Background: an optimization exercise with open tools, aiming at small area. Do not read the settings as production practice.
Function was checked by simulation only, so behaviour that the tests miss may differ from the original.
Power figures rest on the tool's default switching activity, not on a simulated workload.

**flow/run.sh**
```bash
#!/bin/bash
# synth_recipe.tcl (not shown) runs the flow's synth.tcl, then flattens the netlist and writes it again
# the make line also repeats each setting of config.mk as NAME=value (left out here)
make -C /OpenROAD-flow-scripts/flow DESIGN_CONFIG=/design/flow/config.mk WORK_HOME=/design/flow/orfs CLKGATE_MAP_FILE= SYNTH_SCRIPT=/design/flow/synth_recipe.tcl finish
```
**flow/config.mk**
```make
export PLATFORM = sky130hd
export DESIGN_NAME = as5x47_core
export DESIGN_NICKNAME = as5x47_core
export VERILOG_FILES = /design/flow/design.v
export SDC_FILE = /design/flow/constraint.sdc
export NUM_CORES = 4
export LEC_CHECK = 0
export ABC_AREA = 1
export CAP_MARGIN = 20
export CORE_MARGIN = 2
export CORE_UTILIZATION = 40
export SLEW_MARGIN = 20
```
**flow/constraint.sdc**
```tcl
create_clock -name core_clock -period 10.0 [get_ports {clk}]
set_input_delay 2.0000 -clock core_clock [delete_from_list [all_inputs] [get_ports {clk}]]
set_output_delay 2.0000 -clock core_clock [all_outputs]
set_load 0.01 [all_outputs]
```
**flow/design.v**
```verilog
module as5x47_fa (
    input  wire a,
    input  wire b,
    input  wire ci,
    output wire s,
    output wire co
);
    assign s  = a ^ b ^ ci;
    assign co = (a & b) | (a & ci) | (b & ci);
endmodule
module as5x47_ha (
    input  wire a,
    input  wire b,
    output wire s,
    output wire co
);
    assign s  = a ^ b;
    assign co = a & b;
endmodule
module as5x47_ang (
    input  wire [13:0] a,
    output wire [19:0] y
);
    genvar i;
    wire [16:0] a5;
    wire [15:2] c1;
    assign a5[1:0] = a[1:0];
    as5x47_ha u_h2 (.a(a[2]), .b(a[0]), .s(a5[2]), .co(c1[2]));
    generate
        for (i = 3; i < 14; i = i + 1) begin : g_f1
            as5x47_fa u (.a(a[i]), .b(a[i-2]), .ci(c1[i-1]), .s(a5[i]), .co(c1[i]));
        end
        for (i = 14; i < 16; i = i + 1) begin : g_h1
            as5x47_ha u (.a(a[i-2]), .b(c1[i-1]), .s(a5[i]), .co(c1[i]));
        end
    endgenerate
    assign a5[16] = c1[15];
    wire [18:3] c2;
    assign y[2:0] = a5[2:0];
    as5x47_ha u_h3 (.a(a5[3]), .b(a5[0]), .s(y[3]), .co(c2[3]));
    generate
        for (i = 4; i < 17; i = i + 1) begin : g_f2
            as5x47_fa u (.a(a5[i]), .b(a5[i-3]), .ci(c2[i-1]), .s(y[i]), .co(c2[i]));
        end
        for (i = 17; i < 19; i = i + 1) begin : g_h2
            as5x47_ha u (.a(a5[i-3]), .b(c2[i-1]), .s(y[i]), .co(c2[i]));
        end
    endgenerate
    assign y[19] = a5[16] ^ c2[18];
endmodule
module as5x47_core (
    input  wire        clk,
    input  wire        rst,           
    input  wire        req_valid,
    output wire        req_ready,
    input  wire [3:0]  req_op,
    input  wire [15:0] req_a,
    input  wire [15:0] req_b,
    input  wire [9:0]  req_c,
    output reg         rsp_valid,
    output reg  [15:0] rsp_frame,
    output reg  [19:0] rsp_val,
    output reg         rsp_pe,
    output reg         rsp_ef,
    output reg  [1:0]  rsp_err,
    output wire        xfer_req,
    output wire [3:0]  xfer_cs,
    output wire [15:0] xfer_tx,
    input  wire        xfer_ack,
    input  wire [15:0] xfer_rx,
    output wire        bus_own
);
    genvar i;
    reg        busy;
    reg        ph2;
    reg [15:0] tx;
    reg [13:0] nx;
    assign req_ready = ~busy;
    assign bus_own   = busy;
    assign xfer_req  = busy;
    assign xfer_cs   = 4'h5;
    assign xfer_tx   = tx;
    wire [3:0] op  = req_op;
    wire op_rw  = op[3] & ~op[2] & ~op[1];      
    wire op_res = op[3] & (op[2] | op[1]);      
    wire op_0   = (op == 4'd0);
    wire op_1   = (op == 4'd1);
    wire op_2   = (op == 4'd2);
    wire op_3   = (op == 4'd3);
    wire op_4   = (op == 4'd4);
    wire op_5   = (op == 4'd5);
    wire op_6   = (op == 4'd6);
    wire op_7   = (op == 4'd7);
    wire acc    = req_valid & ~busy;
    wire x_end  = busy & xfer_ack;
    wire done   = x_end & ph2;
    wire rd     = tx[14];                       
    wire [3:0] off = req_c[3:0];
    wire [4:0] wid = req_c[8:4];
    wire       bw8 = req_c[9];
    wire [5:0] top = {2'b00, off} + {1'b0, wid};
    wire fld_legal = (wid != 5'd0) && (bw8 ? (top <= 6'd8) : (top <= 6'd16));
    wire [15:0] m;
    generate
        for (i = 0; i < 16; i = i + 1) begin : g_m
            assign m[i] = (off <= i) && (top[4] || (top[3:0] > i));
        end
    endgenerate
    wire [15:0] sh_in;
    generate
        for (i = 0; i < 16; i = i + 1) begin : g_in
            assign sh_in[i] = op[1] ? req_b[15 - i] : (req_a[i] & m[i]);
        end
    endgenerate
    wire [15:0] sh_out = sh_in >> off;
    wire [15:0] fset;
    generate
        for (i = 0; i < 16; i = i + 1) begin : g_set
            if (i < 8)
                assign fset[i] = (op_6 & m[i]) ? sh_out[15 - i] : req_a[i];
            else
                assign fset[i] = (op_6 & m[i]) ? sh_out[15 - i] : (req_a[i] & ~(op_6 & bw8));
        end
    endgenerate
    reg f14;
    always @(*) begin
        case (op)
            4'd2:       f14 = req_b[0];
            4'd3:       f14 = 1'b0;
            4'd8, 4'd9: f14 = ~op[0];
            default:    f14 = fset[14];
        endcase
    end
    wire [15:0] w  = busy ? xfer_rx : req_a;
    wire        pw = ~(^{busy ? xfer_rx[14] : f14, w[13:0]});
    wire [15:0] frame_new;
    assign frame_new[13:0] = fset[13:0];
    assign frame_new[14]   = f14;
    assign frame_new[15]   = (op_6 | op_4) ? fset[15] : pw;
    wire [19:0] ang_val;
    as5x47_ang u_ang (.a(req_a[13:0]), .y(ang_val));
    always @(posedge clk) begin
        if (rst) begin
            busy <= 1'b0;
        end else if (busy) begin
            if (done) busy <= 1'b0;
        end else if (req_valid && op_rw) begin
            busy <= 1'b1;
        end
    end
    always @(posedge clk) begin
        ph2 <= busy & (ph2 | xfer_ack);
    end
    always @(posedge clk) begin
        if (rst) rsp_valid <= 1'b0;
        else     rsp_valid <= (acc & ~op_rw) | done;
    end
    always @(posedge clk) begin
        if (!busy) begin
            tx <= frame_new;
            nx <= req_b[13:0];
        end else if (x_end && !ph2) begin
            tx <= {~(^nx) & ~rd, rd, nx & {14{~rd}}};
        end
    end
    wire rd_done = done & rd;
    always @(posedge clk) begin
        if (rd_done || (acc && (op_0 || op_2 || op_3 || op_4 || (op_6 && fld_legal))))
            rsp_frame <= busy ? w : frame_new;
    end
    always @(posedge clk) begin
        if (rd_done || (acc && op_4))
            rsp_val <= {6'd0, w[13:0]};
        else if (acc && (op_0 || op_1))
            rsp_val <= {19'd0, pw};
        else if (acc && op_5 && fld_legal)
            rsp_val <= {4'd0, sh_out};
        else if (acc && op_7)
            rsp_val <= ang_val;
    end
    always @(posedge clk) begin
        if (rd_done || (acc && (op_1 || op_4)))
            rsp_pe <= w[15] ^ pw;
    end
    always @(posedge clk) begin
        if (rd_done || (acc && op_4))
            rsp_ef <= w[14];
    end
    always @(posedge clk) begin
        if (done)
            rsp_err <= 2'd0;
        else if (acc && !op_rw)
            rsp_err <= {(op_5 | op_6) & ~fld_legal, op_res};
    end
endmodule
```
==> results of run 1 <==
## state kept, by name (all words and copies together), names as in the netlist
name / cells
ph2: 1
rsp_val: 20
nx: 14
rsp_valid: 1
rsp_err: 2
rsp_frame: 16
rsp_ef: 1
rsp_pe: 1
tx: 16
busy: 1
## stage by stage
| step | util | instance area [sq um] | worst slack [ps] |
|---|---|---|---|
| after detailed placement | 0.5040 | 7325 | 1031 |
| after CTS | 0.5244 | 7621 | 1413 |
| after global routing | 0.5244 | 7621 | 1154 |
| final | 0.5244 | 7621 | 1355 |
| after floorplan | - | 5976 | 1925 |
| after global placement | 0.5035 | 7318 | 1166 |
## routing by layer
| layer | part of all wire | vias up | track usage | wire length, microns |
|---|---|---|---|---|
| met3 | 0.080 | 48 | 0.05055 | 1786 |
| met1 | 0.44 | 2836 | 0.4004 | 9720 |
| met5 | 0 | - | 0 | 0 |
| li1 | - | 2839 | - | - |
| met4 | 0.036 | 0 | 0.1067 | 804 |
| met2 | 0.45 | 314 | 0.4386 | 9906 |
## worst max-delay path, stage by stage
cell	delay, ps
clkdlybuf4s50_1	560
ha_1	170
inv_1	50
fa_1	390
fa_1	400
fa_1	390
fa_1	400
fa_1	390
fa_1	380
fa_1	390
fa_1	390
fa_1	390
fa_1	390
fa_1	380
inv_1	60
ha_1	190
ha_1	250
or2_2	310
nand2_1	110
nand2_1	80
nand3_1	100
inv_1	60
fa_1	480
nand2_1	50
a21oi_1	160
## cell families after synthesis
kind of cell               synth area share
DFF                                  0.3488
xor gates and xnor gates            0.05430
adders and majority gates           0.08260
and+or+nand+nor                      0.3082
AOI/OAI and AO/OA                    0.1111
buffers and inverters               0.09371
other                              0.001258
## cell type report
type                            instances  area share
Tap cell                              184     0.03021
Inverter                              100     0.04925
Sequential cell                        73      0.2732
Multi-Input combinational cell        583      0.4384
Timing Repair Buffer                  131      0.1701
Clock buffer                           10     0.03004
Clock inverter                          6    0.008866
## report_power, final
part / leakage, uW / total (uW) / switching (uW) / internal, uW
clock network: 0.000139 / 328 / 134 / 194
registers: 0.000702 / 382 / 10.6 / 372
logic: 0.00245 / 457 / 268 / 189
## final timing paths
kind	start	end	slack, ps	cells past startpoint
worst min-delay path	rsp_val[19]	rsp_val[19]	470	2
worst min register to register	rsp_val[19]	rsp_val[19]	470	2
worst max register to register	busy	rsp_val[13]	6740	11
worst max-delay path	req_a[0]	rsp_val[18]	1350	25
## cell usage in the layout, fill, tap and decap left out, types with 14 or more instances in the layout
master	count
a21oi_1	29
clkdlybuf4s50_1	125
edfxtp_1	62
fa_1	14
ha_1	17
inv_1	96
nand2_1	221
nand2_2	14
nand3_1	84
nor2_1	39
o21ai_0	39
xnor2_1	23
xor2_1	14
==> results.py, run 1 <==
metrics = {
    "synthesis": {
        "synth_warnings": 1,
        "synth-seq-cells": 73,
        "synth_ff_type": "edfxtp_1",
        "yosysUniqueCellTypes": 49,
        "syn_inst": 784,
        "synth_most_common_cell": "nand2_1",
        "synthTopCellsByCount": "nand2_1, inv_1, nand3_1, edfxtp_1, o21ai_0",
        "ys_seq_area_frac": 0.3488,
        "synth_edf_count": 62,
        "yosys.area.top_type": "edfxtp_1",
        "synth-async-reset-ratio": 0,
        "netlist_area_sq_um": 5968,
        "synth_top_area_frac": 0.3119,
        "ys_top_cells_by_area": "edfxtp_1, nand2_1, nand3_1",
        "synth_area_per_cell_sq_um": 7.613,
    },
    "critical_path": {
        "arrival_ps": 8930,
        "startpoint_type": "input pin",
        "worstPathRequired_ps": 10290,
        "cp_max_fo": 4,
        "critPathCaptureType": "flip-flop",
        "worstSetupPathType": "input pin to flip-flop",
    },
    "finish": {
        "area.growth.synth_to_final_pct": 27.69,
        "fill_cells": 1454,
        "finalNetCount": 995,
        "drive_gt1_frac": 0.07530,
        "regArea_sq_um": 2082,
        "multi_input_area_sq_um": 3341,
        "fin_cells": 1087,
        "antennaDiodeCount": 0,
    },
    "floorplanning": {
        "num_rows": 44,
        "num_io_pins": 130,
        "die_area_sq_um": 15910,
        "design.core.area_sq_um": 14530,
        "initial_core_util": 0.4106,
        "die-width_microns": 126.2,
        "die_y_microns": 126.2,
    },
    "pwr": {
        "max-vdd-ir-drop_v": 0.00007643,
        "p_leak_uw": 0.003293,
        "p_per_area_nw_per_um2": 153.2,
        "power.total_uw": 1168,
    },
    "clocking": {
        "tritoncts": "yes",
        "clockBufferDepth": 2,
        "path_clk_slew_ps": 60,
        "htree_levels": 3,
        "cts.repair.resized": 0,
        "clock_sinks": 73,
        "postCtsSetupBuffers": 0,
        "cts-root-buf": "clkbuf_16",
        "ctsHoldBuffers": 0,
        "numCtsBuffers": 9,
        "insertion_delay_ps": 350,
    },
    "placed_design": {
        "gp_congestion": 0.9825,
        "hpwl_mm": 18.11,
        "placedCellCount": 1071,
        "io_buffers": 125,
    },
    "timing": {
        "tns_ps": 0,
        "skew_ps": 8.973,
        "maxSlewHeadroom": 0.3995,
        "fin_crit_sh": 0.8645,
        "setup-violations-final": 0,
        "worst_pin_slew_ps": 897.4,
        "hold_slack_ps": 465.4,
        "min_period_ps": 8645,
        "hold_violations": 0,
        "max_freq_mhz": 115.7,
        "slew_violations": 0,
        "rsz0062_at_grt": "no",
    },
    "global_route": {
        "grt_start_max_net_pins": 43,
        "grt_remaining_overflow": 0,
        "grt_pass1_vias": 5793,
        "antenna_found_initial": 0,
        "grt_pass1_wl_mm": 34.26,
        "track_usage": 0.2847,
    },
    "routing": {
        "vias": 6037,
        "drtAntennaViolNets": 0,
        "drtPass1Iterations": 5,
        "drt_wl_total_mm": 22.22,
        "route.detailed.drc": 0,
        "wl_per_cell_microns": 20.44,
        "drtIter0Drc": 716,
        "avgViaCountPerCell": 5.554,
    },
    "run_status": {
        "status": "timing/DRC/antenna clean",
    },
    "flow_run": {
        "maxCapViolations": 0,
    },
    "min_path": {
        "hp-class": "flip-flop to flip-flop",
    },
}
==> run 2, diff against run 1 <==
--- a/flow/config.mk
+++ b/flow/config.mk
@@ -11,2 +11,3 @@
 export CORE_UTILIZATION = 40
 export SLEW_MARGIN = 20
+export SYNTH_HIERARCHICAL = 1
==> run 2 against run 1 <==
Critical path depth shrank 1. Combinational power shrank 9.4%. Wire length shrank 1.5%. Clock power grew 8.8%.
==> results.py, run 2 <==
metrics = {
    "run_status": {
        "status": "timing/DRC/antenna clean",
    },
    "timing": {
        "rsz0062_at_grt": "no",
        "maxSlewHeadroom": 0.3628,
        "setup-violations-final": 0,
        "slew_violations": 0,
        "hold_violations": 0,
        "worst_pin_slew_ps": 952.3,
        "skew_ps": 13.69,
        "hold_slack_ps": 472.4,
        "max_freq_mhz": 108.5,
        "fin_crit_sh": 0.9214,
        "min_period_ps": 9214,
        "tns_ps": 0,
    },
    "routing": {
        "drtPass1Iterations": 7,
        "wl_per_cell_microns": 21.14,
        "drtIter0Drc": 592,
        "vias": 5638,
        "drtAntennaViolNets": 0,
        "avgViaCountPerCell": 5.447,
        "drt_wl_total_mm": 21.88,
        "route.detailed.drc": 0,
    },
    "critical_path": {
        "crit_end": "rsp_val[19]",
        "path_buf_inv": 2,
        "worst-path-stages": 24,
        "rrSetupSlack_ps": 6510,
        "crit_path_cell_trace": "clkdlybuf4s50_1, ha_1, fa_1, fa_1, fa_1, fa_1, fa_1, fa_1, fa_1, fa_1, fa_1, fa_1, fa_1, fa_1, fa_1, fa_1, fa_1, ha_1, ha_1, inv_1, nand2_1, nand2_1, nand2b_1, a21oi_1",
        "critPathTopFamily": "adder cells",
        "startpoint_type": "input pin",
        "worstPathRequired_ps": 10280,
        "setup.worst_path.start": "req_a[0]",
        "worstSetupPathType": "input pin to flip-flop",
        "r2r-start": "busy",
        "r2r_cells": 10,
        "critPathCaptureType": "flip-flop",
        "cpMostUsedCell": "fa_1",
        "r2r_end": "rsp_val[7]",
        "cp_slowest_cell": "fa_1",
        "cp_max_fo": 5,
        "slowest_delay_ps": 530,
        "arrival_ps": 9500,
    },
    "clocking": {
        "htree_levels": 3,
        "cts.repair.resized": 0,
        "insertion_delay_ps": 350,
        "clock_sinks": 73,
        "postCtsSetupBuffers": 0,
        "ctsHoldBuffers": 0,
        "path_clk_slew_ps": 70,
        "tritoncts": "yes",
        "numCtsBuffers": 9,
        "clockBufferDepth": 2,
        "cts-root-buf": "clkbuf_16",
    },
    "global_route": {
        "grt_remaining_overflow": 0,
        "grt_pass1_wl_mm": 33.20,
        "track_usage": 0.2778,
        "grt_pass1_vias": 5661,
        "antenna_found_initial": 0,
        "grt_start_max_net_pins": 42,
    },
    "floorplanning": {
        "num_rows": 44,
        "num_io_pins": 130,
        "die_area_sq_um": 15860,
        "initial_core_util": 0.4092,
        "die_y_microns": 125.9,
        "design.core.area_sq_um": 14530,
        "die-width_microns": 125.9,
    },
    "finish": {
        "regArea_sq_um": 2082,
        "finalNetCount": 947,
        "top_register": "rsp_val",
        "final_util": 0.5222,
        "largest_reg_flops": 20,
        "area.growth.synth_to_final_pct": 27.62,
        "drive_gt1_frac": 0.09988,
        "final_common_cell": "nand2_1",
        "reg.largest.list": "rsp_val (20), rsp_frame (16), tx (16)",
        "antennaDiodeCount": 0,
        "layout_common_cells": "nand2_1, clkdlybuf4s50_1, inv_1",
        "fill_cells": 1408,
        "finish.instance_area_sq_um": 7590,
        "multi_input_area_sq_um": 3362,
    },
    "pwr": {
        "power_switching_share": 0.3395,
        "p_seq_frac": 0.332,
        "combPwrFrac": 0.358,
        "intPower_uw": 762.7,
        "power.total_uw": 1155,
        "p_per_area_nw_per_um2": 152.1,
        "p_sw_uw": 392.0,
        "clkPwrFrac": 0.310,
        "p_leak_uw": 0.003154,
        "max-vdd-ir-drop_v": 0.00008426,
    },
    "synthesis": {
        "synth_edf_count": 62,
        "yosysUniqueCellTypes": 47,
        "synthTopCellsByCount": "nand2_1, inv_1, nand3_1, edfxtp_1, nor2_1",
        "synth_most_common_cell": "nand2_1",
        "yosys.area.top_type": "edfxtp_1",
        "synth_area_per_cell_sq_um": 8.069,
        "synth_warnings": 7,
        "synth_ff_type": "edfxtp_1",
        "synth_top_area_frac": 0.3131,
        "syn_inst": 737,
        "synth-seq-cells": 73,
        "netlist_area_sq_um": 5947,
        "synth-async-reset-ratio": 0,
        "ys_top_cells_by_area": "edfxtp_1, nand2_1, fa_1",
        "ys_seq_area_frac": 0.3501,
    },
    "placed_design": {
        "io_buffers": 125,
        "hpwl_mm": 17.76,
        "gp_congestion": 0.9929,
        "placed_area_sq_um": 7268,
    },
    "flow_run": {
        "maxCapViolations": 0,
    },
    "min_path": {
        "hp-class": "flip-flop to flip-flop",
    },
}
==> run 2: changes by cell type after synthesis, moves of 11 or more <==
| cell | previous run | this run |
|---|---|---|
| inv_1 | 96 | 70 |
| nand3_1 | 84 | 64 |
| nand2_1 | 221 | 202 |
| nand3_2 | 10 | 28 |
| fa_1 | 14 | 25 |
==> run 2: worst min path at each step <==
stage	from	to	slack, ps	cells past startpoint
floorplan	ph2	ph2	450	2
global placement	rsp_val[19]	rsp_val[19]	450	2
detailed placement	rsp_val[16]	rsp_val[16]	460	2
CTS	rsp_val[16]	rsp_val[16]	470	2
global route	rsp_val[16]	rsp_val[16]	500	2
finish	rsp_val[19]	rsp_val[19]	470	2
==> run 2: kinds of logic (layout without fill, tap and decap cells) <==
kind of cell | Yosys count | in the layout | share of synthesized area
flip-flops | 73 | 73 | 0.3501
AO/OA/AOI/OAI | 102 | 102 | 0.1020
other | 2 | 4 | 0.001263
AND/OR/NAND/NOR | 385 | 385 | 0.3145
XOR/XNOR | 27 | 27 | 0.04103
buffers and inverters | 113 | 225 | 0.08584
adder cells (fa/ha/maj) | 35 | 35 | 0.1052
==> run 2: per-stage QoR <==
stage                     instances  worst slack, ps
final                          1035            786.0
after global routing           1035            474.3
after CTS                      1035            776.9
after detailed placement       1019            404.6
after global placement         1019            583.6
after floorplan                 739             1226
==> run 2: worst register-to-register path: stages (launching register included) <==
cell and delay [ps]:
dfxtp_1 330, inv_1 40, buf_4 250, nand2_1 280, inv_1 180, a31oi_1 350, inv_1 340, nor2_1 360
nand2_1 220, inv_2 250, nand2_1 460
==> run 2: per-layer routing <==
metal  vias to the layer above  share of wire  track usage
met3                        56          0.064      0.04121
met1                      2653           0.44       0.3804
li1                       2674              -            -
met2                       255           0.45       0.4380
met5                         -              0            0
met4                         0          0.046       0.1241
==> run 2: area by class of cell <==
type | count | area share
Multi-Input combinational cell | 553 | 0.4430
Sequential cell | 73 | 0.2743
Timing Repair Buffer | 131 | 0.1708
Inverter | 78 | 0.03924
Tap cell | 184 | 0.03033
Clock buffer | 10 | 0.03017
Clock inverter | 6 | 0.01220
==> run 2: power by group through the flow <==
stage	Clock [uW]	Sequential, uW	Combinational [uW]
after floorplan	0	399	244
after global placement	0	389	408
after detailed placement	0	390	410
after CTS	361	384	413
after global routing	375	386	456
final	357	383	414
==> run 2: Yosys stat by module (local to each module, per instance) <==
module,times used,cell area [sq um]
as5x47_ha,6,12.51
as5x47_core,1,5350
as5x47_ang,1,41.29
as5x47_fa,24,20.02
==> run 3, diff against run 2 <==
==> flow/flow/run.sh (new file) <==
#!/bin/bash
# Standard layout, with plain buf_1 cells as the port buffers.
set -euo pipefail
bash standard.sh "BUFFER_PORTS_ARGS=-buffer_cell sky130_fd_sc_hd__buf_1" finish > standard_flow.log 2>&1
==> flow/standard.sh (new file) <==
#!/bin/bash
# synth_recipe.tcl (not shown) runs the flow's synth.tcl, then flattens the netlist and writes it again
# the make line also repeats each setting of config.mk as NAME=value (left out here)
make -C /OpenROAD-flow-scripts/flow DESIGN_CONFIG=/design/flow/config.mk WORK_HOME=/design/flow/orfs CLKGATE_MAP_FILE= SYNTH_SCRIPT=/design/flow/synth_recipe.tcl "${@:-finish}"
removed: flow/run.sh
==> run 3 against run 2 <==
Cell area down 10%. Die area unchanged. First-iteration DRC count up 1.5%. Global-route usage down 4.1 points. Total power down 6.0%. Synthesized cell count unchanged. Clock skew down 7.0 ps. Critical path type unchanged. Largest cell class unchanged. Largest power group is now sequential cells.
==> results.py, run 3 <==
metrics = {
    "placed_design": {
        "hpwl_mm": 15.41,
        "placed_area_sq_um": 6486,
        "gp_congestion": 0.9666,
        "preCtsSetupSlack_ps": 817.7,
        "placedCellCount": 1019,
        "io_buffers": 125,
    },
    "clocking": {
        "path_clk_slew_ps": 60,
        "cts-root-buf": "clkbuf_16",
        "tritoncts": "yes",
        "cts.repair.resized": 0,
        "insertion_delay_ps": 350,
        "ctsHoldBuffers": 0,
        "clock_sinks": 73,
        "postCtsSetupBuffers": 0,
        "clockBufferDepth": 2,
        "htree_levels": 3,
        "numCtsBuffers": 9,
    },
    "critical_path": {
        "cp_max_fo": 5,
        "r2r-start": "busy",
        "crit_end": "rsp_val[19]",
        "cp_slowest_cell": "fa_1",
        "r2r_cells": 10,
        "worst-path-stages": 24,
        "startpoint_type": "input pin",
        "path_buf_inv": 2,
        "slowest_delay_ps": 520,
        "critPathTopFamily": "adder cells",
        "r2r_end": "rsp_val[2]",
        "critPathCaptureType": "flip-flop",
        "arrival_ps": 9070,
        "rrSetupSlack_ps": 6630,
        "crit_path_cell_trace": "buf_1, ha_1, fa_1, fa_1, fa_1, fa_1, fa_1, fa_1, fa_1, fa_1, fa_1, fa_1, fa_1, fa_1, fa_1, fa_1, fa_1, ha_1, ha_1, inv_1, nand2_1, nand2_1, nand2b_1, a21oi_1",
        "worstPathRequired_ps": 10280,
        "setup.worst_path.start": "req_a[0]",
        "cpMostUsedCell": "fa_1",
        "worstSetupPathType": "input pin to flip-flop",
    },
    "synthesis": {
        "synth-async-reset-ratio": 0,
        "synth_most_common_cell": "nand2_1",
        "synth_edf_count": 62,
        "syn_inst": 737,
        "synth-seq-cells": 73,
        "netlist_area_sq_um": 5947,
        "synth_area_per_cell_sq_um": 8.069,
        "ys_seq_area_frac": 0.3501,
        "yosysUniqueCellTypes": 47,
        "synth_ff_type": "edfxtp_1",
        "synth_warnings": 7,
        "yosys.area.top_type": "edfxtp_1",
        "synthTopCellsByCount": "nand2_1, inv_1, nand3_1, edfxtp_1, nor2_1",
        "ys_top_cells_by_area": "edfxtp_1, nand2_1, fa_1",
        "synth_top_area_frac": 0.3131,
    },
    "floorplanning": {
        "initial_core_util": 0.4092,
        "design.core.area_sq_um": 14530,
        "die_area_sq_um": 15860,
        "num_rows": 44,
        "die_y_microns": 125.9,
        "num_io_pins": 130,
        "die-width_microns": 125.9,
    },
    "finish": {
        "regArea_sq_um": 2082,
        "layout_common_cells": "nand2_1, buf_1, inv_1",
        "antennaDiodeCount": 0,
        "finish.instance_area_sq_um": 6795,
        "fin_cells": 1034,
        "drive_gt1_frac": 0.09765,
        "finalNetCount": 947,
        "multi_input_area_sq_um": 3362,
        "largest_reg_flops": 20,
        "fill_cells": 1489,
        "final_common_cell": "nand2_1",
        "area.growth.synth_to_final_pct": 14.26,
        "reg.largest.list": "rsp_val (20), rsp_frame (16), tx (16)",
        "top_register": "rsp_val",
    },
    "timing": {
        "hold_violations": 0,
        "skew_ps": 6.698,
        "fin_crit_sh": 0.8785,
        "layout_setup_ws_ps": 1215,
        "setup-violations-final": 0,
        "slew_violations": 0,
        "worst_pin_slew_ps": 988.0,
        "min_period_ps": 8785,
        "tns_ps": 0,
        "max_freq_mhz": 113.8,
        "rsz0062_at_grt": "no",
        "maxSlewHeadroom": 0.3413,
    },
    "global_route": {
        "grt_pass1_wl_mm": 28.46,
        "track_usage": 0.2366,
        "grt_pass1_vias": 5145,
        "grt_start_max_net_pins": 42,
        "grt_remaining_overflow": 0,
        "antenna_found_initial": 0,
    },
    "routing": {
        "drtIter0Drc": 601,
        "wl_per_cell_microns": 18.17,
        "vias": 5564,
        "drtAntennaViolNets": 0,
        "avgViaCountPerCell": 5.381,
        "drt_wl_total_mm": 18.79,
        "drtPass1Iterations": 8,
        "route.detailed.drc": 0,
    },
    "min_path": {
        "hp-class": "flip-flop to flip-flop",
    },
    "pwr": {
        "p_leak_uw": 0.002814,
        "max-vdd-ir-drop_v": 0.00007948,
        "p_per_area_nw_per_um2": 159.7,
    },
    "flow_run": {
        "maxCapViolations": 0,
    },
    "run_status": {
        "status": "timing/DRC/antenna clean",
    },
}
run 3: cell types whose count changed in the layout (fill, tap and decap cells not counted), sizes merged:
cell / change
clkinvlp: -1
inv: -1
clkbuf: -1
buf: +125
clkdlybuf4s50: -125
clkinv: +2
run 3: power by group:
| group | switching, uW | internal, uW |
|---|---|---|
| registers | 10.8 | 372 |
| logic | 236 | 128 |
| clock network | 124 | 215 |
| total | 371 | 715 |
run 3: final cells by class:
class	count	share of cell area
Tap cell	184	0.03388
Timing Repair Buffer	131	0.07568
Clock buffer	9	0.03314
Sequential cell	73	0.3064
Multi-Input combinational cell	553	0.4948
Clock inverter	6	0.01234
Inverter	78	0.04382
run 3: Yosys stat by module (local to each module, per instance):
module	flip-flops and latches	cells inside	copies in the design
as5x47_ha	0	1	6
as5x47_fa	0	1	24
as5x47_core	73	699	1
as5x47_ang	0	8	1
run 3: routing by layer:
layer	global-route usage	part of all wire	vias up	wire (microns)
met5	0	0	-	0
met4	0.09373	0.034	0	646
met3	0.03483	0.080	37	1512
met2	0.3744	0.46	274	8582
met1	0.3282	0.43	2577	8048
li1	-	-	2676	-
run 3: stage by stage:
| stage | util | hold slack (ps) | power, uW |
|---|---|---|---|
| 2_1_floorplan | - | 447.7 | 643.0 |
| 3_3_place_gp | 0.4463 | 452.7 | 745.6 |
| 3_5_place_dp | 0.4463 | 457.0 | 747.8 |
| 4_1_cts | 0.4675 | 466.8 | 1090 |
| 5_1_grt | 0.4675 | 497.0 | 1147 |
| 6_report | 0.4675 | 465.8 | 1085 |
run 3: cell families (layout without fill, tap and decap cells):
family	count (synthesis)	count (layout)	synth area share
simple gates	385	385	0.3145
xor+xnor	27	27	0.04103
compound gates	102	102	0.1020
other cells	2	4	0.001263
buf+inv	113	224	0.08584
fa+ha+maj	35	35	0.1052
flops	73	73	0.3501
run 3: worst min path at each step:
stage | startpoint | end | slack [ps] | cells past startpoint
3_3_place_gp | rsp_val[19] | rsp_val[19] | 450 | 2
6_report | rsp_val[18] | rsp_val[18] | 470 | 2
3_5_place_dp | rsp_val[19] | rsp_val[19] | 460 | 2
2_1_floorplan | ph2 | ph2 | 450 | 2
5_1_grt | rsp_val[18] | rsp_val[18] | 500 | 2
4_1_cts | rsp_val[19] | rsp_val[19] | 470 | 2
run 3: worst min-delay path: cells and delay by family (launching register included):
| family | cells | cell delay, ps |
|---|---|---|
| DFF | 1 | 310 |
| and+or+nand+nor | 1 | 60 |
| AOI/OAI and AO/OA | 1 | 50 |
==> run 4, diff against run 3 <==
==> flow/flow/run.sh (replaced) <==
#!/bin/bash
# Standard layout with two changes: the final ABC mapping of synthesis uses an
# area-oriented script, and the port buffers are plain buf_1 cells.
set -euo pipefail
here=$(pwd)
export FLOW_ABC_SCRIPT=$here/flow/abc_area.script
bash standard.sh "SYNTH_SCRIPT=$here/flow/synth.tcl" \
  "BUFFER_PORTS_ARGS=-buffer_cell sky130_fd_sc_hd__buf_1" finish > standard_flow.log 2>&1
==> flow/flow/abc_area.script (new file) <==
strash
balance
rewrite
refactor
balance
rewrite
rewrite -z
balance
refactor -z
rewrite -z
balance
dch -f
amap
topo
==> flow/flow/synth.tcl (new file) <==
# The standard flow's synthesis script (synth_recipe.tcl), with the final ABC mapping
# run with an area-oriented script (flow/abc_area.script).
proc synth {args} { yosys synth -nofsm -noshare {*}$args }
proc abc {args} {
  set i [lsearch -exact $args -script]
  if {$i >= 0} { lset args [expr {$i + 1}] $::env(FLOW_ABC_SCRIPT) }
  yosys abc {*}$args
}
source $::env(SCRIPTS_DIR)/synth.tcl
# left out here: clear keep_hierarchy, flatten, clean up, hide names made inside functions, write 1_2_yosys.v
--- a/flow/config.mk
+++ b/flow/config.mk
@@ -6,8 +6,8 @@
 export NUM_CORES = 4
 export LEC_CHECK = 0
-export ABC_AREA = 1
 export CAP_MARGIN = 20
 export CORE_MARGIN = 2
-export CORE_UTILIZATION = 40
+export CORE_UTILIZATION = 60
+export CTS_BUF_LIST = sky130_fd_sc_hd__clkbuf_8
 export SLEW_MARGIN = 20
 export SYNTH_HIERARCHICAL = 1
==> run 4 against run 3 <==
Still clean. Core utilization is 25 points higher. Combinational power is about 10% lower. Die area shrank 41%. Total power shrank 14%. Via count up 2.5%. Critical path depth decreased by 2. Synthesized cell count is 22% lower. Clock-buffer cell count rose by 1. Critical endpoint unchanged.
==> results.py, run 4 <==
metrics = {
    "synthesis": {
        "synth_most_common_cell": "clkinv_1",
        "ys_top_cells_by_area": "edfxtp_1, fa_1, clkinv_1",
        "synth_ff_type": "edfxtp_1",
        "ys_seq_area_frac": 0.4030,
        "yosysUniqueCellTypes": 37,
        "syn_inst": 577,
        "synth-seq-cells": 73,
        "synth-async-reset-ratio": 0,
        "yosys.area.top_type": "edfxtp_1",
        "synth_warnings": 7,
        "synth_edf_count": 62,
        "synth_top_area_frac": 0.3604,
        "netlist_area_sq_um": 5166,
        "synthTopCellsByCount": "clkinv_1, nor2_1, edfxtp_1, o21ai_0, a21oi_1",
        "synth_area_per_cell_sq_um": 8.954,
    },
    "finish": {
        "final_util": 0.7206,
        "layout_common_cells": "buf_1, clkinv_1, nor2_1",
        "largest_reg_flops": 20,
        "fin_cells": 826,
        "top_register": "rsp_val",
        "finish.instance_area_sq_um": 5981,
        "final_common_cell": "buf_1",
        "antennaDiodeCount": 0,
        "area.growth.synth_to_final_pct": 15.77,
        "finalNetCount": 817,
        "drive_gt1_frac": 0.03883,
        "reg.largest.list": "rsp_val (20), rsp_frame (16), tx (16)",
    },
    "placed_design": {
        "hpwl_mm": 15.02,
        "placed_area_sq_um": 5788,
        "io_buffers": 125,
        "placedCellCount": 810,
        "gp_congestion": 0.9987,
    },
    "pwr": {
        "max-vdd-ir-drop_v": 0.0001053,
        "intPower_uw": 583.8,
        "p_seq_frac": 0.408,
        "p_per_area_nw_per_um2": 156.2,
        "combPwrFrac": 0.350,
        "p_leak_uw": 0.001984,
        "p_sw_uw": 350.5,
        "power_switching_share": 0.3752,
        "clkPwrFrac": 0.242,
    },
    "clocking": {
        "cts-root-buf": "clkbuf_8",
        "htree_levels": 3,
        "clock_sinks": 73,
        "tritoncts": "yes",
        "insertion_delay_ps": 370,
        "postCtsSetupBuffers": 0,
        "clockBufferDepth": 2,
        "ctsHoldBuffers": 0,
        "cts.repair.resized": 0,
        "numCtsBuffers": 9,
        "path_clk_slew_ps": 90,
    },
    "routing": {
        "vias": 5703,
        "drtPass1Iterations": 8,
        "route.detailed.drc": 0,
        "avgViaCountPerCell": 6.904,
        "drt_wl_total_mm": 19.51,
        "drtAntennaViolNets": 0,
        "wl_per_cell_microns": 23.62,
        "drtIter0Drc": 791,
    },
    "timing": {
        "hold_slack_ps": 504.2,
        "maxSlewHeadroom": 0.3254,
        "setup-violations-final": 0,
        "skew_ps": 17.30,
        "tns_ps": 0,
        "min_period_ps": 9062,
        "slew_violations": 0,
        "rsz0062_at_grt": "no",
        "max_freq_mhz": 110.4,
        "hold_violations": 0,
        "fin_crit_sh": 0.9062,
        "worst_pin_slew_ps": 1003,
    },
    "floorplanning": {
        "num_io_pins": 130,
        "die-width_microns": 96.79,
        "initial_core_util": 0.6225,
        "num_rows": 33,
        "die_y_microns": 96.79,
        "die_area_sq_um": 9368,
        "design.core.area_sq_um": 8299,
    },
    "critical_path": {
        "critPathCaptureType": "flip-flop",
        "crit_path_cell_trace": "buf_1, ha_1, fa_1, fa_1, fa_1, fa_1, fa_1, fa_1, fa_1, fa_1, fa_1, fa_1, fa_1, fa_1, fa_1, fa_1, fa_1, ha_1, ha_1, nor2_1, a21oi_1, o221a_1",
        "startpoint_type": "input pin",
        "critPathTopFamily": "adder cells",
        "arrival_ps": 9320,
        "path_buf_inv": 1,
        "cp_max_fo": 5,
        "worstSetupPathType": "input pin to flip-flop",
        "cp_slowest_cell": "fa_1",
        "cpMostUsedCell": "fa_1",
        "worstPathRequired_ps": 10260,
        "slowest_delay_ps": 530,
    },
    "global_route": {
        "grt_start_max_net_pins": 39,
        "track_usage": 0.4124,
        "antenna_found_initial": 0,
        "grt_remaining_overflow": 0,
        "grt_pass1_wl_mm": 29.91,
        "grt_pass1_vias": 5506,
    },
    "min_path": {
        "hp-class": "flip-flop to flip-flop",
    },
    "run_status": {
        "status": "timing/DRC/antenna clean",
    },
    "flow_run": {
        "maxCapViolations": 0,
    },
}
-- run 4: cell types whose count changed after synthesis, moves of 28 or more --
cell / previous run / this run
nand2_1: 202 / 38
o22ai_1: 5 / 36
inv_1: 70 / 0
nand3_2: 28 / 0
nor2_1: 45 / 75
clkinv_1: 0 / 88
nand3_1: 64 / 3
-- run 4: cells by family after synthesis --
logic type                 after synthesis  share of synthesized area
DFF                                     73                     0.4030
AOI/OAI and AO/OA                      218                     0.2727
buffers and inverters                   97                    0.07702
and+or+nand+nor                        149                     0.1196
adders and majority gates               35                     0.1211
xor gates and xnor gates                 3                   0.005087
other                                    2                   0.001454
-- run 4: path summary, 6_finish.rpt --
check	cells past startpoint	endpoint	start	slack [ps]
hold reg to reg	2	rsp_err[1]	rsp_err[1]	500
setup reg to reg	9	rsp_val[2]	busy	5850
hold / removal	2	rsp_err[1]	rsp_err[1]	500
setup / recovery	22	rsp_val[19]	req_a[0]	940
-- run 4: power by group through the flow --
| stage | Combinational (uW) | Sequential, uW | Clock [uW] |
|---|---|---|---|
| 2_1_floorplan | 188 | 398 | 0 |
| 6_report | 327 | 381 | 226 |
| 5_1_grt | 353 | 383 | 234 |
| 4_1_cts | 314 | 380 | 218 |
| 3_3_place_gp | 299 | 385 | 0 |
| 3_5_place_dp | 311 | 387 | 0 |
-- run 4: area by class of cell --
type,instances,area (sq um)
clock inverters,6,41.29
fillers,626,2318
repair buffers,135,544.3
well taps,105,131.4
multi-input cells,409,2714
inverters,88,330.3
clock buffers,10,137.6
flip-flops and latches,73,2082
-- run 4: per-module statistics from Yosys, one instance, submodules excluded --
module       flops+latches  cells inside
as5x47_fa                0             1
as5x47_core             73           542
as5x47_ha                0             1
as5x47_ang               0             5
-- run 4: worst min-delay path, cell delays in order (launching register included) --
cell     delay, ps
dfxtp_1        330
nand2_1         50
o21ai_0         80
-- run 4: per-stage QoR --
step,power [uW],setup slack (ps)
2_1_floorplan,585.6,1094
3_3_place_gp,684.3,821.1
3_5_place_dp,698.2,621.4
5_1_grt,969.7,778.2
4_1_cts,912.3,1017
6_report,934.2,938.3
-- run 4: metal layers --
layer / part of all wire / wire [microns] / GRT usage
met4: 0.068 / 1332 / 0.2156
met5: 0 / 0 / 0
met1: 0.34 / 6581 / 0.5274
met3: 0.15 / 2869 / 0.09610
met2: 0.45 / 8730 / 0.6554
==> run 5, diff against run 4 <==
--- a/flow/config.mk
+++ b/flow/config.mk
@@ -8,6 +8,5 @@
 export CAP_MARGIN = 20
 export CORE_MARGIN = 2
-export CORE_UTILIZATION = 60
-export CTS_BUF_LIST = sky130_fd_sc_hd__clkbuf_8
+export CORE_UTILIZATION = 40
 export SLEW_MARGIN = 20
 export SYNTH_HIERARCHICAL = 1
==> run 5 against run 4 <==
Final cell count increased by 8.1%. Global-route usage decreased by 13 points. First-iteration DRC count decreased by 28%. Clock-buffer cell count increased by 2. Combinational power about the same. Fmax increased by 0.22%. Cell area increased by 3.7%. Total power increased by 12%. Sequential share of layout area decreased by 1.2 points. Sequential cell count unchanged. Die area increased by 48%. Synthesized cell count unchanged. Largest power group unchanged.
==> results.py, run 5 <==
metrics = {
    "run_status": {
        "status": "timing/DRC/antenna clean",
    },
    "synthesis": {
        "synthTopCellsByCount": "clkinv_1, nor2_1, edfxtp_1, o21ai_0, a21oi_1",
        "synth_edf_count": 62,
        "netlist_area_sq_um": 5166,
        "synth_warnings": 7,
        "synth-async-reset-ratio": 0,
        "synth_top_area_frac": 0.3604,
        "synth_area_per_cell_sq_um": 8.954,
        "yosysUniqueCellTypes": 37,
        "syn_inst": 577,
        "yosys.area.top_type": "edfxtp_1",
        "synth-seq-cells": 73,
        "ys_top_cells_by_area": "edfxtp_1, fa_1, clkinv_1",
        "ys_seq_area_frac": 0.4030,
        "synth_most_common_cell": "clkinv_1",
        "synth_ff_type": "edfxtp_1",
    },
    "pwr": {
        "p_leak_uw": 0.002045,
        "max-vdd-ir-drop_v": 0.00006435,
        "combPwrFrac": 0.310,
        "power_switching_share": 0.3289,
        "p_sw_uw": 343.8,
        "p_per_area_nw_per_um2": 168.6,
        "intPower_uw": 701.5,
        "power.total_uw": 1045,
        "clkPwrFrac": 0.325,
        "p_seq_frac": 0.365,
    },
    "critical_path": {
        "path_buf_inv": 1,
        "cp_max_fo": 5,
        "crit_path_cell_trace": "buf_1, ha_1, fa_1, fa_1, fa_1, fa_1, fa_1, fa_1, fa_1, fa_1, fa_1, fa_1, fa_1, fa_1, fa_1, fa_1, fa_1, ha_1, ha_1, nor2_1, a21oi_1, o221a_1",
        "startpoint_type": "input pin",
        "cpMostUsedCell": "fa_1",
        "critPathTopFamily": "adder cells",
        "cp_slowest_cell": "fa_1",
        "arrival_ps": 9280,
        "worstPathRequired_ps": 10240,
        "critPathCaptureType": "flip-flop",
        "slowest_delay_ps": 530,
        "worstSetupPathType": "input pin to flip-flop",
    },
    "clocking": {
        "clockBufferDepth": 2,
        "htree_levels": 3,
        "path_clk_slew_ps": 60,
        "cts.repair.resized": 0,
        "clock_sinks": 73,
        "postCtsSetupBuffers": 0,
        "cts-root-buf": "clkbuf_16",
        "tritoncts": "yes",
        "insertion_delay_ps": 350,
        "ctsHoldBuffers": 0,
        "numCtsBuffers": 9,
    },
    "floorplanning": {
        "die_y_microns": 117.6,
        "die-width_microns": 117.6,
        "num_io_pins": 130,
        "initial_core_util": 0.4094,
        "num_rows": 41,
        "die_area_sq_um": 13840,
        "design.core.area_sq_um": 12620,
    },
    "finish": {
        "drive_gt1_frac": 0.03745,
        "regArea_sq_um": 2082,
        "final_common_cell": "buf_1",
        "antennaDiodeCount": 0,
        "largest_reg_flops": 20,
        "multi_input_area_sq_um": 2711,
        "finish.instance_area_sq_um": 6201,
        "top_register": "rsp_val",
        "finalNetCount": 817,
        "area.growth.synth_to_final_pct": 20.03,
        "fill_cells": 1281,
        "layout_common_cells": "buf_1, clkinv_1, nor2_1",
        "reg.largest.list": "rsp_val (20), rsp_frame (16), tx (16)",
    },
    "flow_run": {
        "maxCapViolations": 0,
    },
    "placed_design": {
        "gp_congestion": 1.008,
        "placed_area_sq_um": 5872,
        "hpwl_mm": 15.61,
        "io_buffers": 125,
    },
    "min_path": {
        "hp-class": "flip-flop to flip-flop",
    },
    "routing": {
        "vias": 5249,
        "route.detailed.drc": 0,
        "avgViaCountPerCell": 5.878,
        "drtIter0Drc": 573,
        "drtPass1Iterations": 5,
        "wl_per_cell_microns": 21.71,
        "drt_wl_total_mm": 19.39,
        "drtAntennaViolNets": 0,
    },
    "timing": {
        "maxSlewHeadroom": 0.2597,
        "tns_ps": 0,
        "min_period_ps": 9042,
        "skew_ps": 11.57,
        "hold_violations": 0,
        "setup-violations-final": 0,
        "worst_pin_slew_ps": 1100,
        "rsz0062_at_grt": "no",
        "slew_violations": 0,
        "fin_crit_sh": 0.9042,
        "max_freq_mhz": 110.6,
    },
    "global_route": {
        "grt_start_max_net_pins": 66,
        "track_usage": 0.2806,
        "grt_pass1_vias": 5026,
        "grt_remaining_overflow": 0,
        "grt_pass1_wl_mm": 29.37,
        "antenna_found_initial": 0,
    },
}
[run 5: logic make-up (layout without fill, tap and decap cells)]
kind of cell / after synthesis / after routing / synth area share
buffers and inverters: 97 / 239 / 0.07702
adder cells (fa/ha/maj): 35 / 35 / 0.1211
other: 2 / 4 / 0.001454
XOR/XNOR: 3 / 3 / 0.005087
AND/OR/NAND/NOR: 149 / 149 / 0.1196
AO/OA/AOI/OAI: 218 / 218 / 0.2727
flip-flops: 73 / 73 / 0.4030
[run 5: per-layer routing]
metal / GRT usage / up-vias / wire [microns]
met4: 0.08133 / 0 / 382
met3: 0.04845 / 32 / 1468
met2: 0.4557 / 271 / 9307
li1: - / 2423 / -
met1: 0.3856 / 2523 / 8227
met5: 0 / - / 0
[run 5: path summary, 6_finish.rpt]
kind,start,end,slack (ps),cells past startpoint
setup / recovery,req_a[0],rsp_val[19],960,22
hold / removal,rsp_err[1],rsp_err[1],490,2
setup reg to reg,busy,rsp_val[4],6170,7
hold reg to reg,rsp_err[1],rsp_err[1],490,2
[run 5: cell type report]
cell class	count	share of cell area
Clock buffer	12	0.04318
Clock inverter	4	0.008071
Timing Repair Buffer	135	0.08777
Multi-Input combinational cell	409	0.4372
Tap cell	172	0.03471
Inverter	88	0.05327
Sequential cell	73	0.3358
[run 5: metrics by stage]
stage	instances	util	setup WS (ps)	hold slack (ps)
3_3_place_gp	877	0.4653	791.8	463.4
5_1_grt	893	0.4914	680.0	509.3
2_1_floorplan	579	-	1094	449.8
6_report	893	0.4914	958.2	489.4
3_5_place_dp	877	0.4653	619.2	466.8
4_1_cts	893	0.4905	1004	480.9
[run 5: worst register-to-register path: cells and delay by family (launching register included)]
kind                   cells  cell delay [ps]
flip-flops                 1              300
AND/OR/NAND/NOR            3             1810
buffers and inverters      4             1330
[run 5: Yosys stat by module, one instance, submodules excluded]
module       times used  flops+latches  cells inside  cell area, sq um
as5x47_core           1             73           542              4579
as5x47_ang            1              0             5             31.28
as5x47_fa            24              0             1             20.02
as5x47_ha             6              0             1             12.51
[run 5: power groups by stage]
stage | registers, uW | clock network [uW] | logic, uW
3_5_place_dp | 387 | 0 | 319
3_3_place_gp | 387 | 0 | 319
6_report | 381 | 340 | 324
4_1_cts | 381 | 342 | 321
5_1_grt | 384 | 350 | 359
2_1_floorplan | 398 | 0 | 188
==> run 6, diff against run 5 <==
--- a/flow/design.v
+++ b/flow/design.v
@@ -102,7 +102,9 @@
     wire fld_legal = (wid != 5'd0) && (bw8 ? (top <= 6'd8) : (top <= 6'd16));
     wire [15:0] m;
+    wire [15:0] lt;
     generate
         for (i = 0; i < 16; i = i + 1) begin : g_m
-            assign m[i] = (off <= i) && (top[4] || (top[3:0] > i));
+            assign lt[i] = top[4] || (top[3:0] > i);
+            assign m[i] = (off <= i) && lt[i];
         end
     endgenerate
@@ -110,5 +112,5 @@
     generate
         for (i = 0; i < 16; i = i + 1) begin : g_in
-            assign sh_in[i] = op[1] ? req_b[15 - i] : (req_a[i] & m[i]);
+            assign sh_in[i] = op[1] ? req_b[15 - i] : (req_a[i] & lt[i]);
         end
     endgenerate
@@ -132,10 +134,9 @@
         endcase
     end
-    wire [15:0] w  = busy ? xfer_rx : req_a;
-    wire        pw = ~(^{busy ? xfer_rx[14] : f14, w[13:0]});
-    wire [15:0] frame_new;
-    assign frame_new[13:0] = fset[13:0];
-    assign frame_new[14]   = f14;
-    assign frame_new[15]   = (op_6 | op_4) ? fset[15] : pw;
+    wire [15:0] w;
+    assign w[14:0] = busy ? xfer_rx[14:0] : {f14, fset[13:0]};
+    wire        pw = ~(^w[14:0]);
+    assign w[15]   = busy ? xfer_rx[15] : ((op_6 | op_4) ? fset[15] : pw);
+    wire        w15 = busy ? xfer_rx[15] : req_a[15];
     wire [19:0] ang_val;
     as5x47_ang u_ang (.a(req_a[13:0]), .y(ang_val));
@@ -158,5 +159,5 @@
     always @(posedge clk) begin
         if (!busy) begin
-            tx <= frame_new;
+            tx <= w;
             nx <= req_b[13:0];
         end else if (x_end && !ph2) begin
@@ -167,5 +168,5 @@
     always @(posedge clk) begin
         if (rd_done || (acc && (op_0 || op_2 || op_3 || op_4 || (op_6 && fld_legal))))
-            rsp_frame <= busy ? w : frame_new;
+            rsp_frame <= w;
     end
     always @(posedge clk) begin
@@ -181,5 +182,5 @@
     always @(posedge clk) begin
         if (rd_done || (acc && (op_1 || op_4)))
-            rsp_pe <= w[15] ^ pw;
+            rsp_pe <= w15 ^ pw;
     end
     always @(posedge clk) begin
==> flow/flow/run.sh (replaced) <==
#!/bin/bash
# Standard layout with three changes: the final ABC mapping of synthesis uses
# an area-oriented script, the port buffers are plain buf_1 cells, and clock
# tree synthesis uses clkbuf_8 buffers without dummy balancing loads.
set -euo pipefail
here=$(pwd)
export FLOW_ABC_SCRIPT=$here/flow/abc_area.script
bash standard.sh "SYNTH_SCRIPT=$here/flow/synth.tcl" \
  "BUFFER_PORTS_ARGS=-buffer_cell sky130_fd_sc_hd__buf_1" \
  "CTS_ARGS=-sink_clustering_enable -repair_clock_nets -dont_use_dummy_load -buf_list sky130_fd_sc_hd__clkbuf_8" \
  finish > standard_flow.log 2>&1
--- a/flow/config.mk
+++ b/flow/config.mk
@@ -6,7 +6,8 @@
 export NUM_CORES = 4
 export LEC_CHECK = 0
-export CAP_MARGIN = 20
+export CAP_MARGIN = 5
 export CORE_MARGIN = 2
-export CORE_UTILIZATION = 40
-export SLEW_MARGIN = 20
+export CORE_UTILIZATION = 60
+export GPL_TIMING_DRIVEN = 0
+export SLEW_MARGIN = 5
 export SYNTH_HIERARCHICAL = 1
==> run 6 against run 5 <==
First-iteration DRC count is 59% higher. Sequential share of layout area grew 2.3 points. Setup slack got worse by 250 ps. Die area shrank 34%. Area after synthesis is 2.8% lower. Wire length fell by 6.4%. Sequential power increased by 1%. Via count is 2.9% higher. Worst hold slack worse by 11 ps. Clock skew is 22 ps higher. Fmax decreased by 2.6%. Register-to-register slack worse by 1900 ps. Highest routed layer unchanged. Still clean.
==> results.py, run 6 <==
metrics = {
    "run_status": {
        "status": "timing/DRC/antenna clean",
    },
    "pwr": {
        "p_per_area_nw_per_um2": 155.5,
        "p_leak_uw": 0.001993,
        "max-vdd-ir-drop_v": 0.00009094,
    },
    "clocking": {
        "clockBufferDepth": 2,
        "clock_sinks": 73,
        "insertion_delay_ps": 350,
        "path_clk_slew_ps": 70,
        "ctsHoldBuffers": 0,
        "cts.repair.resized": 0,
        "cts-root-buf": "clkbuf_8",
        "numCtsBuffers": 9,
        "tritoncts": "yes",
        "htree_levels": 3,
        "postCtsSetupBuffers": 0,
    },
    "timing": {
        "maxSlewHeadroom": 0.1460,
        "tns_ps": 0,
        "min_period_ps": 9287,
        "worst_pin_slew_ps": 1271,
        "fin_crit_sh": 0.9287,
        "hold_slack_ps": 478.0,
        "max_freq_mhz": 107.7,
        "hold_violations": 0,
        "layout_setup_ws_ps": 713.0,
        "setup-violations-final": 0,
        "slew_violations": 0,
        "rsz0062_at_grt": "no",
        "skew_ps": 33.86,
    },
    "synthesis": {
        "synth-async-reset-ratio": 0,
        "synth-seq-cells": 73,
        "synth_most_common_cell": "clkinv_1",
        "yosysUniqueCellTypes": 36,
        "ys_top_cells_by_area": "edfxtp_1, fa_1, clkinv_1",
        "synth_top_area_frac": 0.3707,
        "syn_inst": 549,
        "synth_edf_count": 62,
        "synth_ff_type": "edfxtp_1",
        "synth_area_per_cell_sq_um": 9.148,
        "netlist_area_sq_um": 5022,
        "synth_warnings": 7,
        "ys_seq_area_frac": 0.4145,
        "yosys.area.top_type": "edfxtp_1",
        "synthTopCellsByCount": "clkinv_1, nor2_1, edfxtp_1, nand2_1, o21ai_0",
    },
    "finish": {
        "fill_cells": 620,
        "antennaDiodeCount": 0,
        "area.growth.synth_to_final_pct": 15.60,
        "top_register": "rsp_val",
        "final_util": 0.7101,
        "layout_common_cells": "buf_1, clkinv_1, nor2_1",
        "drive_gt1_frac": 0.03348,
        "fin_cells": 792,
        "largest_reg_flops": 20,
        "final_common_cell": "buf_1",
        "finalNetCount": 790,
        "reg.largest.list": "rsp_val (20), rsp_frame (16), tx (16)",
    },
    "routing": {
        "drtIter0Drc": 909,
        "route.detailed.drc": 0,
        "drtAntennaViolNets": 0,
        "wl_per_cell_microns": 22.91,
        "drtPass1Iterations": 6,
        "drt_wl_total_mm": 18.14,
        "avgViaCountPerCell": 6.818,
        "vias": 5400,
    },
    "floorplanning": {
        "die-width_microns": 95.49,
        "num_rows": 33,
        "design.core.area_sq_um": 8175,
        "die_y_microns": 95.49,
        "die_area_sq_um": 9118,
        "num_io_pins": 130,
        "initial_core_util": 0.6143,
    },
    "min_path": {
        "hp-class": "flip-flop to flip-flop",
    },
    "global_route": {
        "grt_remaining_overflow": 0,
        "grt_start_max_net_pins": 43,
        "antenna_found_initial": 0,
        "grt_pass1_vias": 4981,
        "track_usage": 0.4047,
        "grt_pass1_wl_mm": 26.90,
    },
    "critical_path": {
        "path_buf_inv": 1,
        "worstPathRequired_ps": 10240,
        "crit_path_cell_trace": "buf_1, ha_1, fa_1, fa_1, fa_1, fa_1, fa_1, fa_1, fa_1, fa_1, fa_1, fa_1, fa_1, fa_1, fa_1, fa_1, fa_1, ha_1, ha_1, nor2_1, a21oi_1, o221a_1",
        "slowest_delay_ps": 530,
        "cp_max_fo": 4,
        "cpMostUsedCell": "fa_1",
        "critPathCaptureType": "flip-flop",
        "critPathTopFamily": "adder cells",
        "arrival_ps": 9520,
        "startpoint_type": "input pin",
        "worstSetupPathType": "input pin to flip-flop",
        "cp_slowest_cell": "fa_1",
    },
    "placed_design": {
        "placedCellCount": 782,
        "hpwl_mm": 14.11,
        "preCtsSetupSlack_ps": 477.0,
        "gp_congestion": 1.063,
        "io_buffers": 125,
    },
    "flow_run": {
        "maxCapViolations": 0,
    },
}
[run 6: cell count changes after synthesis, moves of 6 or more]
cell,delta
clkinv_1,-9
nand2_1,+15
a32o_1,+8
o21ai_0,-8
nor3_1,-10
a31oi_1,+6
a21oi_1,-19
[run 6: layout make-up]
type | instances | area [sq um] | area share
timing repair buffer | 127 | 504.2 | 0.08685
multi-input combinational | 390 | 2600 | 0.4478
tap | 105 | 131.4 | 0.02263
buffer | 9 | 67.56 | 0.01164
sequential | 73 | 2082 | 0.3586
clock buffer | 9 | 123.9 | 0.02134
inverter | 79 | 296.5 | 0.05108
[run 6: cell families after synthesis]
group,Yosys count,share of synthesized area
compound gates,198,0.2608
simple gates,150,0.1208
buf+inv,88,0.07249
flops,73,0.4145
fa+ha+maj,35,0.1246
xor+xnor,3,0.005233
other cells,2,0.001495
[run 6: final timing paths]
kind | startpoint | cells after the start | slack [ps] | end
setup / recovery | req_a[2] | 22 | 710 | rsp_val[19]
hold / removal | rsp_err[1] | 2 | 480 | rsp_err[1]
setup reg to reg | busy | 7 | 4310 | rsp_val[0]
hold reg to reg | rsp_err[1] | 2 | 480 | rsp_err[1]
[run 6: through the flow]
stage	total power [uW]	cell area (sq um)
2_1_floorplan	597.5	5030
3_3_place_gp	689.4	5630
3_5_place_dp	709.8	5650
4_1_cts	882.8	5774
5_1_grt	945.8	5806
6_report	903.0	5806
[run 6: layer usage]
metal	track usage	up-vias	routed length (microns)
li1	-	2302	-
met1	0.5100	2411	6249
met2	0.6543	556	8275
met3	0.09723	131	2449
met4	0.1988	0	1166
met5	0	-	0
[run 6: power by group]
part | internal (uW) | switching, uW
Combinational | 121 | 212
Sequential | 373 | 13.4
Clock | 80.5 | 103
Total | 574 | 329
[run 6: per-module statistics from Yosys, one instance, submodules excluded]
module | copies in the design | cell area (sq um) | flip-flops and latches
as5x47_ang | 1 | 31.28 | 0
as5x47_core | 1 | 4436 | 73
as5x47_fa | 24 | 20.02 | 0
as5x47_ha | 6 | 12.51 | 0
[run 6: worst min-delay path: cells and delay by family, from the launching register on]
kind / cells / cell delay (ps)
compound gates: 1 / 60
flops: 1 / 320
simple gates: 1 / 50
==> run 7, diff against run 6 <==
--- a/flow/config.mk
+++ b/flow/config.mk
@@ -6,8 +6,7 @@
 export NUM_CORES = 4
 export LEC_CHECK = 0
-export CAP_MARGIN = 5
+export CAP_MARGIN = 20
 export CORE_MARGIN = 2
 export CORE_UTILIZATION = 60
-export GPL_TIMING_DRIVEN = 0
-export SLEW_MARGIN = 5
+export SLEW_MARGIN = 20
 export SYNTH_HIERARCHICAL = 1
==> run 7 against run 6 <==
Clock-buffer cell count did not move. Register-to-register slack improved by 1500 ps. Clock power fell by 3%. Fmax barely moved. Critical path type unchanged. Largest power group unchanged. Highest routed layer unchanged.
==> results.py, run 7 <==
metrics = {
    "pwr": {
        "p_sw_uw": 315.9,
        "intPower_uw": 571.7,
        "p_per_area_nw_per_um2": 154.2,
        "max-vdd-ir-drop_v": 0.00007465,
        "combPwrFrac": 0.367,
        "clkPwrFrac": 0.201,
        "power_switching_share": 0.3559,
        "p_seq_frac": 0.432,
        "p_leak_uw": 0.001974,
    },
    "finish": {
        "top_register": "rsp_val",
        "fin_cells": 790,
        "area.growth.synth_to_final_pct": 14.65,
        "final_common_cell": "buf_1",
        "reg.largest.list": "rsp_val (20), rsp_frame (16), tx (16)",
        "multi_input_area_sq_um": 2587,
        "largest_reg_flops": 20,
        "antennaDiodeCount": 0,
        "finalNetCount": 788,
        "drive_gt1_frac": 0.02774,
        "fill_cells": 639,
        "regArea_sq_um": 2082,
        "final_util": 0.7043,
        "layout_common_cells": "buf_1, clkinv_1, nor2_1",
    },
    "floorplanning": {
        "die_area_sq_um": 9118,
        "num_rows": 33,
        "design.core.area_sq_um": 8175,
        "initial_core_util": 0.6143,
        "die_y_microns": 95.49,
        "die-width_microns": 95.49,
        "num_io_pins": 130,
    },
    "timing": {
        "min_period_ps": 9290,
        "slew_violations": 0,
        "rsz0062_at_grt": "no",
        "skew_ps": 12.42,
        "worst_pin_slew_ps": 1006,
        "hold_violations": 0,
        "tns_ps": 0,
        "maxSlewHeadroom": 0.3224,
        "max_freq_mhz": 107.6,
        "setup-violations-final": 0,
        "fin_crit_sh": 0.9290,
    },
    "routing": {
        "wl_per_cell_microns": 21.37,
        "vias": 5140,
        "avgViaCountPerCell": 6.506,
        "route.detailed.drc": 0,
        "drt_wl_total_mm": 16.88,
        "drtIter0Drc": 756,
        "drtPass1Iterations": 6,
        "drtAntennaViolNets": 0,
    },
    "synthesis": {
        "synthAdderAreaFrac": 0.1246,
        "ys_top_cells_by_area": "edfxtp_1, fa_1, clkinv_1",
        "syn_inst": 549,
        "synth_top_area_frac": 0.3707,
        "synth_edf_count": 62,
        "synth_warnings": 7,
        "yosysUniqueCellTypes": 36,
        "netlist_area_sq_um": 5022,
        "synth_mux_area_frac": 0,
        "synth_compound_area_frac": 0.2608,
        "ys_seq_area_frac": 0.4145,
        "synth_ff_type": "edfxtp_1",
        "synth-simple-area-share": 0.1208,
        "yosys.area.top_type": "edfxtp_1",
        "synth_area_per_cell_sq_um": 9.148,
        "synthTopCellsByCount": "clkinv_1, nor2_1, edfxtp_1, nand2_1, o21ai_0",
        "yosys.area_share.xor_xnor": 0.005232,
        "synth-seq-cells": 73,
        "synth-async-reset-ratio": 0,
        "synth_top_family_by_area": "compound AO/OA/AOI/OAI gates",
        "synth_most_common_cell": "clkinv_1",
    },
    "flow_run": {
        "maxCapViolations": 0,
    },
    "critical_path": {
        "cp_max_fo": 4,
        "arrival_ps": 9520,
        "worstSetupPathType": "input pin to flip-flop",
        "critPathCaptureType": "flip-flop",
        "worstPathRequired_ps": 10230,
        "startpoint_type": "input pin",
    },
    "min_path": {
        "hp-class": "flip-flop to flip-flop",
    },
    "placed_design": {
        "gp_congestion": 1.108,
        "io_buffers": 125,
        "placedCellCount": 781,
        "hpwl_mm": 13.04,
    },
    "clocking": {
        "clockBufferDepth": 2,
        "numCtsBuffers": 9,
        "clock_sinks": 73,
        "ctsHoldBuffers": 0,
        "tritoncts": "yes",
        "postCtsSetupBuffers": 0,
        "path_clk_slew_ps": 70,
        "htree_levels": 3,
        "cts-root-buf": "clkbuf_8",
        "cts.repair.resized": 0,
        "insertion_delay_ps": 340,
    },
    "global_route": {
        "grt_remaining_overflow": 0,
        "track_usage": 0.3823,
        "grt_pass1_vias": 4710,
        "antenna_found_initial": 0,
        "grt_start_max_net_pins": 39,
        "grt_pass1_wl_mm": 25.34,
    },
    "run_status": {
        "status": "timing/DRC/antenna clean",
    },
}
run 7: logic make-up (layout without fill, tap and decap cells):
logic type	count (synthesis)	after routing
buffers and inverters	88	222
adders and majority gates	35	35
and+or+nand+nor	150	150
xor gates and xnor gates	3	3
other	2	4
AOI/OAI and AO/OA	198	198
DFF	73	73
run 7: area by class of cell:
cell class | instances | share of cell area
well taps | 105 | 0.02282
clock buffers | 9 | 0.02151
multi-input cells | 390 | 0.4494
repair buffers | 134 | 0.09322
flip-flops and latches | 73 | 0.3616
inverters | 79 | 0.05150
run 7: path summary, 6_finish.rpt:
kind	endpoint	depth (start not counted)	slack [ps]	start
worst max register to register	tx[15]	14	5850	busy
worst min-delay path	rsp_err[1]	2	470	rsp_err[1]
worst min register to register	rsp_err[1]	2	470	rsp_err[1]
worst max-delay path	rsp_val[19]	22	710	req_a[2]
run 7: routing by layer:
layer  part of all wire  global-route usage  vias to the layer above
li1                   -                   -                     2296
met1               0.36              0.4969                     2370
met5                  0                   0                        -
met3               0.12             0.08142                       72
met2               0.47              0.6203                      402
met4              0.044              0.1655                        0
run 7: critical path: stages:
cell,delay [ps]
buf_1,190
ha_1,280
fa_1,380
fa_1,530
fa_1,460
fa_1,410
fa_1,420
fa_1,400
fa_1,390
fa_1,410
fa_1,430
fa_1,400
fa_1,400
fa_1,390
fa_1,390
fa_1,410
fa_1,380
ha_1,190
ha_1,210
nor2_1,130
a21oi_1,70
o221a_1,260
run 7: through the flow:
step	worst slack [ps]	total power, uW	hold WS [ps]	instance area (sq um)
floorplan	1094	597.5	441.1	5030
global placement	800.0	690.3	436.6	5630
detailed placement	480.2	704.3	456.2	5630
CTS	849.1	879.4	469.0	5754
global route	573.6	934.7	486.7	5758
finish	710.1	887.7	465.6	5758
run 7: Yosys stat by module (local to each module, per instance):
module,cells inside,flip-flops and latches
as5x47_core,514,73
as5x47_fa,1,0
as5x47_ang,5,0
as5x47_ha,1,0
run 7: power groups by stage:
| stage | registers, uW | clock network (uW) | logic [uW] |
|---|---|---|---|
| after floorplan | 402 | 0 | 195 |
| after global placement | 388 | 0 | 302 |
| after detailed placement | 389 | 0 | 315 |
| after CTS | 384 | 179 | 317 |
| after global routing | 386 | 191 | 358 |
| final | 383 | 179 | 326 |

-- static timing again, ports no longer ideal --
Ports are ideal in the flow. The routed layouts listed here were re-timed in OpenROAD.
Step 1 sets driving cells, clkbuf_16 on the clock port and buf_2 on the other inputs (assumed; they add their load-dependent delay and slew).
Step 2, shift: input delay + t, output delay - t, t = (earliest + latest rising clock arrival at the registers) / 2. This alone moves slack from input paths to output paths.
Three values: ideal, step 1, step 2; two values: the first two.
| run | t (ns) | setup slack, ns | worst hold slack (ns) | worst setup path at the end | slew at the worst register clock pin (ns) |
|---|---|---|---|---|---|
| run 1 | 0.387 | 1.355 / 1.360 / 0.973 | 0.465 / 0.465 / 0.465 | input to register | 0.06 / 0.06 |
| run 2 | 0.384 | 0.786 / 0.803 / 0.419 | 0.472 / 0.472 / 0.472 | input to register | 0.07 / 0.07 |
| run 3 | 0.385 | 1.215 / 1.235 / 0.851 | 0.466 / 0.466 / 0.466 | input to register | 0.06 / 0.06 |
| run 4 | 0.398 | 0.938 / 0.945 / 0.548 | 0.504 / 0.504 / 0.504 | input to register | 0.10 / 0.10 |
| run 5 | 0.381 | 0.958 / 0.966 / 0.586 | 0.489 / 0.489 / 0.489 | input to register | 0.06 / 0.06 |
| run 6 | 0.373 | 0.713 / 0.720 / 0.347 | 0.478 / 0.478 / 0.478 | input to register | 0.09 / 0.09 |
| run 7 | 0.371 | 0.710 / 0.723 / 0.352 | 0.466 / 0.466 / 0.466 | input to register | 0.08 / 0.08 |
After both steps setup and hold are still met in every run listed. The setup slack of run 4, which loses most, moves by +0.007 ns with the drivers and by -0.390 ns with both steps.
